This design comes from an exercise in tuning for a short achievable clock period and few clock cycles per item on the open sky130 flow, not from production work.
Only simulation tests tie the RTL to the original design; equivalence was not proved.
No activity file was given, so power comes from the tool's default toggle rates.

==> flow/design.v <==
module irrx (
    input  wire        clk,
    input  wire        rst,
    input  wire        cmd_valid,
    output wire        cmd_ready,
    input  wire [31:0] cmd_data,
    output reg         rsp_valid,
    output reg  [31:0] rsp_data,
    output reg         mem_en,
    output reg         mem_we,
    output reg  [15:0] mem_addr,
    output reg  [7:0]  mem_wdata,
    input  wire [7:0]  mem_rdata
);
    localparam [1:0] S_UNINIT = 2'd0, S_AWAIT = 2'd1, S_ASSEMBLE = 2'd2, S_ERROR = 2'd3;
    localparam [3:0] O_CONT = 4'd0, O_BOUND = 4'd1, O_SESS = 4'd2, O_CMD = 4'd3;
    localparam [3:0] E_TOVF = 4'd1, E_UNREC = 4'd2, E_FMT = 4'd3, E_SHORT = 4'd4,
                     E_UNEXP = 4'd5, E_BOVF = 4'd6, E_SMALL = 4'd7, E_NOINIT = 4'd8,
                     E_ILL = 4'd9, E_OOR = 4'd10;
    localparam [1:0] K_DATA = 2'd0, K_SAME = 2'd1, K_REP = 2'd2;
    localparam [15:0] HDR_SIZE = 16'd22;
    reg [1:0]  st;
    reg [15:0] cap;
    reg [3:0]  err_kind;
    reg [14:0] lm;
    reg [14:0] ls;
    reg        lmv;
    reg [19:0] eacc;
    localparam [5:0]
        F_IDLE   = 6'd0,
        F_DEC    = 6'd1,
        F_RESP   = 6'd2,
        F_ZERO   = 6'd3,
        F_STAT1  = 6'd4,
        F_STAT2  = 6'd5,
        F_RDONE  = 6'd6,    
        F_RF1    = 6'd7,
        F_RF2    = 6'd8,
        F_RF3    = 6'd9,
        F_RF4    = 6'd10,
        F_RF5    = 6'd11,
        F_RF6    = 6'd12,
        F_RF7    = 6'd13,
        F_RF8    = 6'd14,
        F_L1     = 6'd15,
        F_L2     = 6'd16,
        F_L3     = 6'd17,
        F_L4     = 6'd18,
        F_L5     = 6'd19,
        F_L6     = 6'd20,
        F_L7     = 6'd21,
        F_LW     = 6'd22,
        F_A1     = 6'd23,
        F_A2     = 6'd24,
        F_A3     = 6'd25,
        F_A4     = 6'd26,
        F_A5     = 6'd27,
        F_A6     = 6'd28,
        F_A7     = 6'd29,
        F_B1     = 6'd30,
        F_BW     = 6'd31,
        F_SW     = 6'd32,
        F_Q1     = 6'd33,
        F_Q2     = 6'd34,
        F_Q3     = 6'd35,
        F_Q4     = 6'd36,
        F_C0     = 6'd38,
        F_C1     = 6'd39,
        F_C2     = 6'd40,
        F_SEAL   = 6'd41,
        F_LOFF   = 6'd42;
    reg [5:0]  fs;
    reg [31:0] cmd;
    reg [7:0]  fmt;       
    reg [7:0]  nfr;       
    reg [15:0] p;         
    reg [15:0] q;         
    reg [15:0] kb;        
    reg [13:0] qbc;       
    reg [7:0]  tmp;       
    reg [15:0] cnt;       
    reg [16:0] off;       
    reg [2:0]  widx;      
    reg [1:0]  lkind;     
    reg [1:0]  lfmt;      
    reg [19:0] enew;      
    reg        bit_v;     
    assign cmd_ready = (fs == F_IDLE);
    wire is_init   = (cmd & 32'hFFFF0000) == 32'h10000000;
    wire is_mark   = (cmd & 32'hFF000000) == 32'h21000000;
    wire is_space  = (cmd & 32'hFF000000) == 32'h20000000;
    wire is_sample = is_mark | is_space;
    wire is_rdcnt  = cmd == 32'h30000000;
    wire is_rdfrm  = (cmd & 32'hFFFFFC00) == 32'h40000000;
    wire is_rdbyte = (cmd & 32'hFFFF0000) == 32'h50000000;
    wire is_rdstat = (cmd & 32'hFFFFFFFC) == 32'h60000000;
    wire [23:0] dur   = cmd[23:0];
    wire [14:0] d     = cmd[14:0];
    wire [15:0] c16   = cmd[15:0];
    wire [7:0]  index = cmd[7:0];
    wire [1:0]  rfsel = cmd[9:8];
    wire [1:0]  rssel = cmd[1:0];
    function in_rng;
        input [14:0] v;
        input [14:0] lo;
        input [14:0] hi;
        begin
            in_rng = (v >= lo) && (v <= hi);
        end
    endfunction
    wire nec_m  = in_rng(lm, 15'd7194, 15'd10790);
    wire nec_s  = in_rng(d,  15'd3597, 15'd5395);
    wire nec_r  = in_rng(d,  15'd1799, 15'd2697);
    wire kad_m  = in_rng(lm, 15'd2720, 15'd4080);
    wire kad_s  = in_rng(d,  15'd1360, 15'd2040);
    wire kad_r  = in_rng(d,  15'd2720, 15'd4080);
    wire sony_m = in_rng(lm, 15'd1920, 15'd2880);
    reg       lead_ok;
    reg [1:0] lead_fmt;
    reg [1:0] lead_kind;
    always @(*) begin
        lead_ok   = 1'b1;
        lead_fmt  = 2'd0;
        lead_kind = K_DATA;
        if (nec_m && (nec_s || nec_r)) begin
            lead_fmt  = 2'd1;
            lead_kind = nec_s ? K_DATA : K_REP;
        end else if (kad_m && (kad_s || kad_r)) begin
            lead_fmt  = 2'd2;
            lead_kind = kad_s ? K_DATA : K_REP;
        end else if (sony_m) begin
            lead_fmt  = 2'd3;
            lead_kind = K_DATA;
        end else begin
            lead_ok   = 1'b0;
        end
    end
    reg [14:0] s0lo, s0hi, s1lo, s1hi, lmlo, lmhi;
    reg        info_mark;
    always @(*) begin
        case (fmt[1:0])
            2'd1: begin
                s0lo = 15'd450;  s0hi = 15'd674;  s1lo = 15'd1349; s1hi = 15'd2023;
                lmlo = 15'd7194; lmhi = 15'd10790; info_mark = 1'b0;
            end
            2'd2: begin
                s0lo = 15'd340;  s0hi = 15'd510;  s1lo = 15'd1020; s1hi = 15'd1530;
                lmlo = 15'd2720; lmhi = 15'd4080; info_mark = 1'b0;
            end
            default: begin
                s0lo = 15'd480;  s0hi = 15'd720;  s1lo = 15'd960;  s1hi = 15'd1440;
                lmlo = 15'd1920; lmhi = 15'd2880; info_mark = 1'b1;
            end
        endcase
    end
    wire in_s0  = in_rng(d, s0lo, s0hi);
    wire in_s1  = in_rng(d, s1lo, s1hi);
    wire in_lm  = in_rng(d, lmlo, lmhi);
    wire is_info = (cmd[24] == info_mark);
    wire [1:0]  kind     = kb[15:14];
    wire [13:0] bc       = kb[13:0];
    wire [13:0] bc_bytes = {3'd0, bc[13:3]} + {13'd0, (bc[2:0] != 3'd0)};
    wire        boundary = (d > s0hi) && (d > s1hi) && (bc[2:0] == 3'd0) && in_lm;
    wire [16:0] pay_addr = {1'b0, p} + 17'd4 + {6'd0, bc[13:3]};
    wire [13:0] bc_inc   = bc + 14'd1;
    wire [20:0] eacc_sum = {1'b0, eacc} + {6'd0, d};
    wire [19:0] eacc_sat = eacc_sum[20] ? 20'hFFFFF : eacc_sum[19:0];
    wire [20:0] lead_sum = {6'd0, lm} + {6'd0, d};
    wire [19:0] lead_e   = lead_sum[20] ? 20'hFFFFF : lead_sum[19:0];
    wire [16:0] prev_end = {1'b0, p} + 17'd4 +
                           ((kind == K_DATA) ? {3'd0, bc_bytes} : 17'd0);
    wire [16:0] next_off = prev_end + {16'd0, prev_end[0]};
    task respond;
        input [3:0]  o;
        input [3:0]  k;
        input [15:0] dat;
        begin
            rsp_data <= {o, k, 8'h00, dat};
            fs       <= F_RESP;
        end
    endtask
    task sess_err;
        input [3:0] k;
        begin
            st       <= S_ERROR;
            err_kind <= k;
            respond(O_SESS, k, 16'h0000);
        end
    endtask
    task mem_rd;
        input [15:0] a;
        begin
            mem_en   <= 1'b1;
            mem_we   <= 1'b0;
            mem_addr <= a;
        end
    endtask
    task mem_wr;
        input [15:0] a;
        input [7:0]  v;
        begin
            mem_en    <= 1'b1;
            mem_we    <= 1'b1;
            mem_addr  <= a;
            mem_wdata <= v;
        end
    endtask
    reg rd_wait;
    always @(posedge clk) begin
        if (rst) begin
            st        <= S_UNINIT;
            cap       <= 16'd0;
            err_kind  <= 4'd0;
            lm        <= 15'd0;
            ls        <= 15'd0;
            lmv       <= 1'b0;
            eacc      <= 20'd0;
            fs        <= F_IDLE;
            rsp_valid <= 1'b0;
            mem_en    <= 1'b0;
            mem_we    <= 1'b0;
            rd_wait   <= 1'b0;
        end else begin
            rsp_valid <= 1'b0;
            mem_en    <= 1'b0;
            mem_we    <= 1'b0;
            rd_wait   <= 1'b0;
            if (rd_wait) begin
            end else begin
            case (fs)
            F_IDLE: begin
                if (cmd_valid) begin
                    cmd <= cmd_data;
                    fs  <= F_DEC;
                end
            end
            F_RESP: begin
                rsp_valid <= 1'b1;
                fs        <= F_IDLE;
            end
            F_DEC: begin
                if (is_rdstat) begin
                    case (rssel)
                        2'd0: begin
                            if (st == S_UNINIT)
                                respond(O_CONT, 4'd0, {4'd0, err_kind, 3'd0, lmv, 2'd0, st});
                            else begin
                                mem_rd(16'd0); rd_wait <= 1'b1;
                                fs <= F_STAT1;
                            end
                        end
                        2'd1: respond(O_CONT, 4'd0, {1'b0, lm});
                        2'd2: respond(O_CONT, 4'd0, {1'b0, ls});
                        default: respond(O_CONT, 4'd0, cap);
                    endcase
                end else if (is_init) begin
                    if (c16 < HDR_SIZE) begin
                        st       <= S_UNINIT;
                        cap      <= 16'd0;
                        err_kind <= E_SMALL;
                        lmv      <= 1'b0;
                        respond(O_SESS, E_SMALL, 16'h0000);
                    end else begin
                        cnt <= 16'd0;
                        fs  <= F_ZERO;
                    end
                end else if (!(is_sample || is_rdcnt || is_rdfrm || is_rdbyte)) begin
                    respond(O_CMD, E_ILL, 16'h0000);
                end else if (st == S_UNINIT) begin
                    respond(O_CMD, E_NOINIT, 16'h0000);
                end else if (is_rdcnt) begin
                    mem_rd(16'd1); rd_wait <= 1'b1;
                    fs <= F_RDONE;
                end else if (is_rdbyte) begin
                    if (c16 >= cap)
                        respond(O_CMD, E_OOR, 16'h0000);
                    else begin
                        mem_rd(c16); rd_wait <= 1'b1;
                        fs <= F_RDONE;
                    end
                end else if (is_rdfrm) begin
                    mem_rd(16'd1); rd_wait <= 1'b1;
                    fs <= F_RF1;
                end else begin
                    if (st == S_ERROR) begin
                        respond(O_SESS, err_kind, 16'h0000);
                    end else if (dur > 24'h007FFF) begin
                        sess_err(E_TOVF);
                    end else if (st == S_AWAIT) begin
                        if (is_mark) begin
                            lm  <= d;
                            lmv <= 1'b1;
                            respond(O_CONT, 4'd0, 16'h0000);
                        end else if (!lmv) begin
                            respond(O_CONT, 4'd0, 16'h0000);
                        end else begin
                            ls  <= d;
                            lmv <= 1'b0;
                            if (!lead_ok) begin
                                sess_err(E_UNREC);
                            end else begin
                                lfmt  <= lead_fmt;
                                lkind <= lead_kind;
                                enew  <= lead_e;
                                mem_rd(16'd0); rd_wait <= 1'b1;
                                fs <= F_L1;
                            end
                        end
                    end else begin
                        mem_rd(16'd0); rd_wait <= 1'b1;
                        fs <= F_A1;
                    end
                end
            end
            F_ZERO: begin
                mem_wr(cnt, 8'h00);
                cnt <= cnt + 16'd1;
                if (cnt == c16 - 16'd1) begin
                    cap      <= c16;
                    st       <= S_AWAIT;
                    err_kind <= 4'd0;
                    lm       <= 15'd0;
                    ls       <= 15'd0;
                    lmv      <= 1'b0;
                    eacc     <= 20'd0;
                    respond(O_CONT, 4'd0, 16'h0000);
                end
            end
            F_STAT1: begin
                fmt <= mem_rdata;
                mem_rd(16'd1); rd_wait <= 1'b1;
                fs <= F_STAT2;
            end
            F_STAT2: begin
                respond(O_CONT, 4'd0, {mem_rdata[3:0], err_kind, 3'd0, lmv, fmt[1:0], st});
            end
            F_RDONE: begin
                respond(O_CONT, 4'd0, {8'd0, mem_rdata});
            end
            F_RF1: begin
                if (index >= mem_rdata)
                    respond(O_CMD, E_OOR, 16'h0000);
                else begin
                    mem_rd(16'd2 + {7'd0, index, 1'b0}); rd_wait <= 1'b1;
                    fs <= F_RF2;
                end
            end
            F_RF2: begin
                p[7:0] <= mem_rdata;
                mem_rd(16'd3 + {7'd0, index, 1'b0}); rd_wait <= 1'b1;
                fs <= F_RF3;
            end
            F_RF3: begin
                p[15:8] <= mem_rdata;
                case (rfsel)
                    2'd0: begin
                        mem_rd({mem_rdata, p[7:0]}); rd_wait <= 1'b1;
                        fs <= F_RF4;
                    end
                    2'd1: begin
                        mem_rd({mem_rdata, p[7:0]} + 16'd2); rd_wait <= 1'b1;
                        fs <= F_RF4;
                    end
                    2'd2: begin
                        mem_rd({mem_rdata, p[7:0]} + 16'd1); rd_wait <= 1'b1;
                        fs <= F_RF6;
                    end
                    default: respond(O_CONT, 4'd0, {mem_rdata, p[7:0]});
                endcase
            end
            F_RF4: begin
                tmp <= mem_rdata;
                mem_rd(p + ((rfsel == 2'd1) ? 16'd3 : 16'd1)); rd_wait <= 1'b1;
                fs <= F_RF5;
            end
            F_RF5: begin
                respond(O_CONT, 4'd0, {mem_rdata, tmp});
            end
            F_RF6: begin
                if (mem_rdata[7:6] == K_SAME) begin
                    mem_rd(16'd2); rd_wait <= 1'b1;
                    fs <= F_RF7;
                end else
                    respond(O_CONT, 4'd0, p + 16'd4);
            end
            F_RF7: begin
                tmp <= mem_rdata;
                mem_rd(16'd3); rd_wait <= 1'b1;
                fs <= F_RF8;
            end
            F_RF8: begin
                respond(O_CONT, 4'd0, {mem_rdata, tmp} + 16'd4);
            end
            F_L1: begin
                fmt <= mem_rdata;
                if (mem_rdata != 8'd0 && mem_rdata != {6'd0, lfmt})
                    sess_err(E_FMT);
                else begin
                    mem_rd(16'd1); rd_wait <= 1'b1;
                    fs <= F_L2;
                end
            end
            F_L2: begin
                nfr <= mem_rdata;
                if (mem_rdata == 8'd10)
                    sess_err(E_BOVF);
                else if (mem_rdata == 8'd0) begin
                    off <= {1'b0, HDR_SIZE};
                    fs  <= F_L7;
                end else begin
                    mem_rd(16'd2 + {7'd0, mem_rdata - 8'd1, 1'b0}); rd_wait <= 1'b1;
                    fs <= F_L3;
                end
            end
            F_L3: begin
                p[7:0] <= mem_rdata;
                mem_rd(16'd3 + {7'd0, nfr - 8'd1, 1'b0}); rd_wait <= 1'b1;
                fs <= F_L4;
            end
            F_L4: begin
                p[15:8] <= mem_rdata;
                mem_rd({mem_rdata, p[7:0]}); rd_wait <= 1'b1;
                fs <= F_L5;
            end
            F_L5: begin
                kb[7:0] <= mem_rdata;
                mem_rd(p + 16'd1); rd_wait <= 1'b1;
                fs <= F_L6;
            end
            F_L6: begin
                kb[15:8] <= mem_rdata;
                fs <= F_LOFF;
            end
            F_LOFF: begin
                off <= next_off;
                fs  <= F_L7;
            end
            F_L7: begin
                if (off + 17'd4 > {1'b0, cap})
                    sess_err(E_BOVF);
                else begin
                    widx <= 3'd0;
                    fs   <= F_LW;
                end
            end
            F_LW: begin
                widx <= widx + 3'd1;
                case (widx)
                    3'd0: mem_wr(16'd2 + {7'd0, nfr, 1'b0}, off[7:0]);
                    3'd1: mem_wr(16'd3 + {7'd0, nfr, 1'b0}, off[15:8]);
                    3'd2: mem_wr(off[15:0], 8'h00);
                    3'd3: mem_wr(off[15:0] + 16'd1, {lkind, 6'd0});
                    3'd4: mem_wr(off[15:0] + 16'd2, enew[11:4]);
                    3'd5: mem_wr(off[15:0] + 16'd3, enew[19:12]);
                    3'd6: mem_wr(16'd1, nfr + 8'd1);
                    default: begin
                        if (fmt == 8'd0)
                            mem_wr(16'd0, {6'd0, lfmt});
                        eacc <= enew;
                        st   <= S_ASSEMBLE;
                        respond(O_CONT, 4'd0, 16'h0000);
                    end
                endcase
            end
            F_A1: begin
                fmt <= mem_rdata;
                mem_rd(16'd1); rd_wait <= 1'b1;
                fs <= F_A2;
            end
            F_A2: begin
                nfr <= mem_rdata;
                mem_rd(16'd2 + {7'd0, mem_rdata - 8'd1, 1'b0}); rd_wait <= 1'b1;
                fs <= F_A3;
            end
            F_A3: begin
                p[7:0] <= mem_rdata;
                mem_rd(16'd3 + {7'd0, nfr - 8'd1, 1'b0}); rd_wait <= 1'b1;
                fs <= F_A4;
            end
            F_A4: begin
                p[15:8] <= mem_rdata;
                mem_rd({mem_rdata, p[7:0]}); rd_wait <= 1'b1;
                fs <= F_A5;
            end
            F_A5: begin
                kb[7:0] <= mem_rdata;
                mem_rd(p + 16'd1); rd_wait <= 1'b1;
                fs <= F_A6;
            end
            F_A6: begin
                kb[15:8] <= mem_rdata;
                fs <= F_A7;
            end
            F_A7: begin
                enew <= eacc_sat;
                if (!is_info) begin
                    if (d < s0lo)
                        sess_err(E_SHORT);
                    else begin
                        widx <= 3'd2;
                        fs   <= F_BW;
                    end
                end else if (in_s0 || in_s1) begin
                    bit_v <= !in_s0;
                    if (kind == K_REP)
                        sess_err(E_UNEXP);
                    else if (bc == 14'h3FFF)
                        sess_err(E_BOVF);
                    else if (bc[2:0] == 3'd0) begin
                        if (pay_addr >= {1'b0, cap})
                            sess_err(E_BOVF);
                        else begin
                            mem_wr(pay_addr[15:0], {!in_s0, 7'd0});
                            widx <= 3'd0;
                            fs   <= F_BW;
                        end
                    end else begin
                        mem_rd(pay_addr[15:0]); rd_wait <= 1'b1;
                        fs <= F_B1;
                    end
                end else if (boundary) begin
                    fs <= F_SEAL;
                end else begin
                    sess_err(E_UNEXP);
                end
            end
            F_B1: begin
                mem_wr(pay_addr[15:0], mem_rdata | ({bit_v, 7'd0} >> bc[2:0]));
                widx <= 3'd0;
                fs   <= F_BW;
            end
            F_BW: begin
                widx <= widx + 3'd1;
                case (widx)
                    3'd0: mem_wr(p, bc_inc[7:0]);
                    3'd1: mem_wr(p + 16'd1, {kind, bc_inc[13:8]});
                    3'd2: mem_wr(p + 16'd2, enew[11:4]);
                    default: begin
                        mem_wr(p + 16'd3, enew[19:12]);
                        eacc <= enew;
                        respond(O_CONT, 4'd0, 16'h0000);
                    end
                endcase
            end
            F_SEAL: begin
                if (nfr == 8'd1 || kind != K_DATA)
                    fs <= F_SW;
                else begin
                    mem_rd(16'd2); rd_wait <= 1'b1;
                    fs <= F_Q1;
                end
            end
            F_Q1: begin
                q[7:0] <= mem_rdata;
                mem_rd(16'd3); rd_wait <= 1'b1;
                fs <= F_Q2;
            end
            F_Q2: begin
                q[15:8] <= mem_rdata;
                mem_rd({mem_rdata, q[7:0]}); rd_wait <= 1'b1;
                fs <= F_Q3;
            end
            F_Q3: begin
                qbc[7:0] <= mem_rdata;
                mem_rd(q + 16'd1); rd_wait <= 1'b1;
                fs <= F_Q4;
            end
            F_Q4: begin
                qbc[13:8] <= mem_rdata[5:0];
                if ({mem_rdata[5:0], qbc[7:0]} != bc)
                    fs <= F_SW;
                else begin
                    cnt <= 16'd0;
                    fs  <= F_C0;
                end
            end
            F_C0: begin
                if (cnt[13:0] == bc_bytes) begin
                    mem_wr(p + 16'd1, {K_SAME, bc[13:8]});
                    fs <= F_SW;
                end else begin
                    mem_rd(p + 16'd4 + cnt); rd_wait <= 1'b1;
                    fs <= F_C1;
                end
            end
            F_C1: begin
                tmp <= mem_rdata;
                mem_rd(q + 16'd4 + cnt); rd_wait <= 1'b1;
                fs <= F_C2;
            end
            F_C2: begin
                if (mem_rdata != tmp)
                    fs <= F_SW;
                else begin
                    cnt <= cnt + 16'd1;
                    fs  <= F_C0;
                end
            end
            F_SW: begin
                st  <= S_AWAIT;
                lm  <= d;
                lmv <= 1'b1;
                respond(O_BOUND, 4'd0, 16'h0000);
            end
            default: fs <= F_IDLE;
            endcase
            end
        end
    end
endmodule
==> flow/run.sh <==
#!/bin/bash
# synth_recipe.tcl (not shown) runs the flow's synth.tcl, then flattens the netlist and writes it again
# the make line also repeats each setting of config.mk as NAME=value (left out here)
make -C /OpenROAD-flow-scripts/flow DESIGN_CONFIG=/design/flow/config.mk WORK_HOME=/design/flow/orfs CLKGATE_MAP_FILE= SYNTH_SCRIPT=/design/flow/synth_recipe.tcl finish
==> flow/config.mk <==
export PLATFORM = sky130hd
export DESIGN_NAME = irrx
export DESIGN_NICKNAME = irrx
export VERILOG_FILES = /design/flow/design.v
export SDC_FILE = /design/flow/constraint.sdc
export NUM_CORES = 4
export LEC_CHECK = 0
export CAP_MARGIN = 20
export CORE_MARGIN = 2
export CORE_UTILIZATION = 40
export SLEW_MARGIN = 20
==> flow/constraint.sdc <==
create_clock -name core_clock -period 10.0 [get_ports {clk}]
set_input_delay 2.0000 -clock core_clock [delete_from_list [all_inputs] [get_ports {clk}]]
set_output_delay 2.0000 -clock core_clock [all_outputs]
set_load 0.01 [all_outputs]
==> run notes <==
layer usage:
layer,GRT usage [%],vias up,wire length (um)
li1,-,13300,-
met1,52.7,14700,59700
met2,57.0,2174,61500
met3,13.2,483,20400
met4,20.3,4,9720
met5,0,-,25
how the worst max path moves through the flow:
stage                         startpoint                      to  cells past startpoint  slack, ps
final                     p[3]$_DFFE_PP_   rsp_data[6]$_DFFE_PP_                     22       2530
after detailed placement  p[3]$_DFFE_PP_   rsp_data[9]$_DFFE_PP_                     22       2870
after global placement    p[3]$_DFFE_PP_  rsp_data[14]$_DFFE_PP_                     21       2700
after global routing      p[3]$_DFFE_PP_   rsp_data[6]$_DFFE_PP_                     22       2290
after floorplan           p[2]$_DFFE_PP_   rsp_data[0]$_DFFE_PP_                     21       3520
after CTS                 p[3]$_DFFE_PP_  rsp_data[14]$_DFFE_PP_                     22       2820
power by group through the flow:
stage	registers [W]	clock network [W]	logic (W)
finish	0.00151	0.00138	0.00110
floorplan	0.00149	0	0.000630
global route	0.00151	0.00144	0.00115
global placement	0.00153	0	0.00104
CTS	0.00150	0.00139	0.00105
detailed placement	0.00153	0	0.00104
worst max-delay path, stage by stage, from the launching register on:
cell      delay, ps
edfxtp_1        780
ha_1            620
nand3_4         200
nor2_1          170
buf_4           230
xnor2_1         140
buf_4           200
ha_1            320
and3_1          220
a311o_1         380
a21o_1          190
a21oi_1         300
xnor2_1         140
ha_1            310
nand4_1         130
nor3_1          350
o311ai_0        210
o211ai_1        170
a32oi_1         240
a31oi_1         730
nand2_1         210
a311oi_4        660
buf_6           270
synth_stat cells, types with 12 or more instances:
master,n,share of area (%)
clkbuf_1,198,2.6
mux2i_1,17,0.59
nand2_1,289,3.8
o211ai_1,36,0.94
or2_2,17,0.37
xor2_1,105,3.2
o22ai_1,19,0.41
xnor2_1,170,5.2
edfxtp_1,217,23
a222oi_1,20,0.70
a211oi_1,40,1.0
a31oi_1,52,1.1
buf_4,12,0.31
inv_1,109,1.4
o21a_1,25,0.65
nor2b_1,38,0.83
nand2b_1,46,1.0
a21o_1,27,0.71
nand4_1,58,1.3
nor4_1,39,0.85
and3_1,43,0.94
a22oi_1,71,1.9
ha_1,232,10
a2111oi_0,19,0.58
and4_1,14,0.43
or3_1,28,0.61
o2111ai_1,17,0.52
nand3_1,132,2.3
nor3_1,126,2.2
o221ai_1,23,0.70
o21ai_0,209,3.6
buf_1,17,0.22
a211o_1,15,0.46
o31ai_1,16,0.42
nand4b_1,16,0.49
a22o_1,30,0.92
buf_2,24,0.42
a221oi_1,36,1.1
a21oi_1,271,4.7
and2_1,18,0.39
dfxtp_1,82,5.7
nor2_1,340,4.4
sequential cells by signal, summed over array words and instances, names as in the netlist, 3 cells and up:
name / flops
cap: 16
cmd: 32
cnt: 16
eacc: 20
enew: 20
err_kind: 3
fmt: 8
fs: 6
kb: 16
lm: 15
ls: 15
mem_addr: 16
mem_wdata: 8
nfr: 8
off: 16
p: 16
q: 16
qbc: 8
rsp_data: 22
tmp: 8
widx: 3
layout by cell type, fill, tap and decap left out, drive strengths merged, types with 43 or more instances in the layout:
cell           count
and3              43
xor2             105
inv              115
nand2            289
clkdlybuf4s50     90
xnor2            171
a31oi             52
nand3            133
nand4             58
dfxtp             82
edfxtp           217
nor3             127
nor2             340
a21oi            272
a22oi             71
ha               232
nand2b            46
o21ai            212
buf              121
per-stage QoR:
stage | utilization, % | hold slack (ps)
floorplan | - | 431
global placement | 43.2 | 439
detailed placement | 43.3 | 442
CTS | 44.9 | 451
global route | 45.0 | 476
finish | 45.0 | 454
area by class of cell:
cell class | instances | area (um2) | share of cell area, %
antenna | 3 | 7.51 | 0.0234
clock buffer | 41 | 951 | 2.97
clock inverter | 24 | 243 | 0.757
inverter | 112 | 420 | 1.31
multi-input combinational | 2867 | 19300 | 60.1
sequential | 299 | 8160 | 25.4
tap | 950 | 1190 | 3.71
timing repair buffer | 211 | 1810 | 5.65
logic make-up (layout without fill, tap and decap cells):
group           after synthesis  after routing
xor+xnor                    277            277
simple gates               1264           1264
mux                          25             25
compound gates             1052           1052
flops                       299            299
fa+ha+maj                   239            239
other cells                   1             13
buf+inv                     367            388
==> results.sh <==
export IMPL_status="complete, no violations"
export IMPL_irDropWorstVdd_mv=0.125
export IMPL_first_pass_iters=9
export IMPL_clock_sinks=299
export IMPL_fp_dieH_um=272
export IMPL_nNetsFinal=3809
export IMPL_die_w_um=272
export IMPL_required_ps=10290
export IMPL_fin_setup_tns_ps=0
export IMPL_synth_cells=3524
export IMPL_maxCapViolCount=0
export IMPL_reg2regPathDepth=22
export IMPL_htreeDepth=2
export IMPL_r2r_slack_ps=2530
export IMPL_cts_resized=0
export IMPL_port_buffers=92
export IMPL_seq_area_frac_synth_pct=28.4
export IMPL_drc_errors=0
export IMPL_dpl_instance_area_um2=30800
export IMPL_synth_compound_area_share_pct=24.6
export IMPL_p_int_w=0.00251
export IMPL_fin_crit_ps=7470
export IMPL_post_cts_buffers=0
export IMPL_grt_usage_pct=39.6
export IMPL_hpwl_um=114000
export IMPL_num_fill_cells=7139
export IMPL_ys_ff_latch=299
export IMPL_route_detailed_wl_per_inst_um=33.6
export IMPL_cts_clk_slew_worst_paths_ps=60
export IMPL_p_leak_nw=11.3
export IMPL_cts_buffer_depth=3
export IMPL_swShare_pct=36.9
export IMPL_clock_latency_ps=600
export IMPL_drv_slew=0
export IMPL_synth_top_family_by_area="compound AO/OA/AOI/OAI gates"
export IMPL_wl_um=151000
export IMPL_start_kind="flop"
export IMPL_initial_core_util_pct=40.3
export IMPL_finClkSkew_ps=26.6
export IMPL_postLayoutSetupSlackWorst_ps=2530
export IMPL_yosys_warnings=1
export IMPL_seq_power_share_pct=37.8
export IMPL_end_kind="flop"
export IMPL_syn_avg_cell_area_um2=8.14
export IMPL_vias_per_cell=6.80
export IMPL_yosysUniqueCellTypes=103
export IMPL_max_freq_ghz=0.134
export IMPL_worstSetupPathType="reg2reg"
export IMPL_fin_crit_sh_pct=74.7
export IMPL_yosys_area_share_simple_pct=21.8
export IMPL_muxShareOfSynthArea_pct=0.907
export IMPL_tightest_slew_ps=1260
export IMPL_grt_pass1_vias=27800
export IMPL_grt_max_degree=58
export IMPL_p_comb_share_pct=27.5
export IMPL_clock_power_share_pct=34.6
export IMPL_synth_top_flop_cell="edfxtp_1"
export IMPL_dp_cells=4438
export IMPL_die_area_um2=73900
export IMPL_synth_xor_area_share_pct=8.53
export IMPL_vias=30600
export IMPL_p_switching_w=0.00147
export IMPL_design_area_um2=32100
export IMPL_num_rows=98
export IMPL_core_um2=71200
export IMPL_areaGrowthSynthToFinish_pct=11.7
export IMPL_antenna_found_initial=5
export IMPL_power_total_w=0.00398
export IMPL_async_flop_share_pct=0
export IMPL_setup_viol=0
export IMPL_timing_rr_start="p[3]$_DFFE_PP_"
export IMPL_grt_ovfl_total=0
export IMPL_synth_edff_count=217
export IMPL_r2r_end="rsp_data[6]$_DFFE_PP_"
export IMPL_cts_buffers=36
export IMPL_fin_cells=4507
export IMPL_grt_pass1_wl_um=211000
export IMPL_cts_tree="done"
export IMPL_hold_path_depth=2
export IMPL_powerDensity_nw_per_um2=124
export IMPL_gp_congestion=1.10
export IMPL_final_antenna_net_count=0
export IMPL_drive_gt1_share_pct=7.46
export IMPL_io_pins=103
export IMPL_clockRootBuffer="clkbuf_16"
export IMPL_hold_path_class="reg2reg"
export IMPL_crit_fanout=18
export IMPL_synth_fa_ha_area_share_pct=10.6
export IMPL_hold_start="ls[8]$_SDFFE_PP0P_"
export IMPL_arrival_ps=7760
export IMPL_synth_area_um2=28700
export IMPL_hold_viol=0
export IMPL_hold_buffers=0
export IMPL_drtIter0Drc=4937
export IMPL_rsz0062_at_grt="false"
export IMPL_slew_limit_headroom_pct=15.7
export IMPL_post_place_ws_ps=2870
export IMPL_whs_endpoint="ls[8]$_SDFFE_PP0P_"
Testbench counts, summed over its fixed seeds: cycles 525,848, commands 28,374.

## port drivers added, routing unchanged
How much do the figures lean on ideal ports? The routed layout below was timed once more, with nothing changed but the port constraints.
Step 1: set_driving_cell puts a clkbuf_16 on clk and a buf_2 on each other input, an assumption about the parent block.
Step 2 moves the port delays by t, midway between the first and last clock arrival at a register: inputs arrive t later, outputs are due t later. That takes back most of the time a late clock gives input paths.
a / b / c = ideal / step 1 / step 2; a / b = the first two.
t (ns): 0.660
slack for setup (ns): 2.532 / 2.532 / 2.532
worst register clock-pin slew, ns: 0.07 / 0.07
worst data-port slew with drivers (ns): 0.05
After both steps setup and hold are still met in this run. The setup slack of this run moves by 0.000 ns with the drivers and by 0.000 ns with both steps.
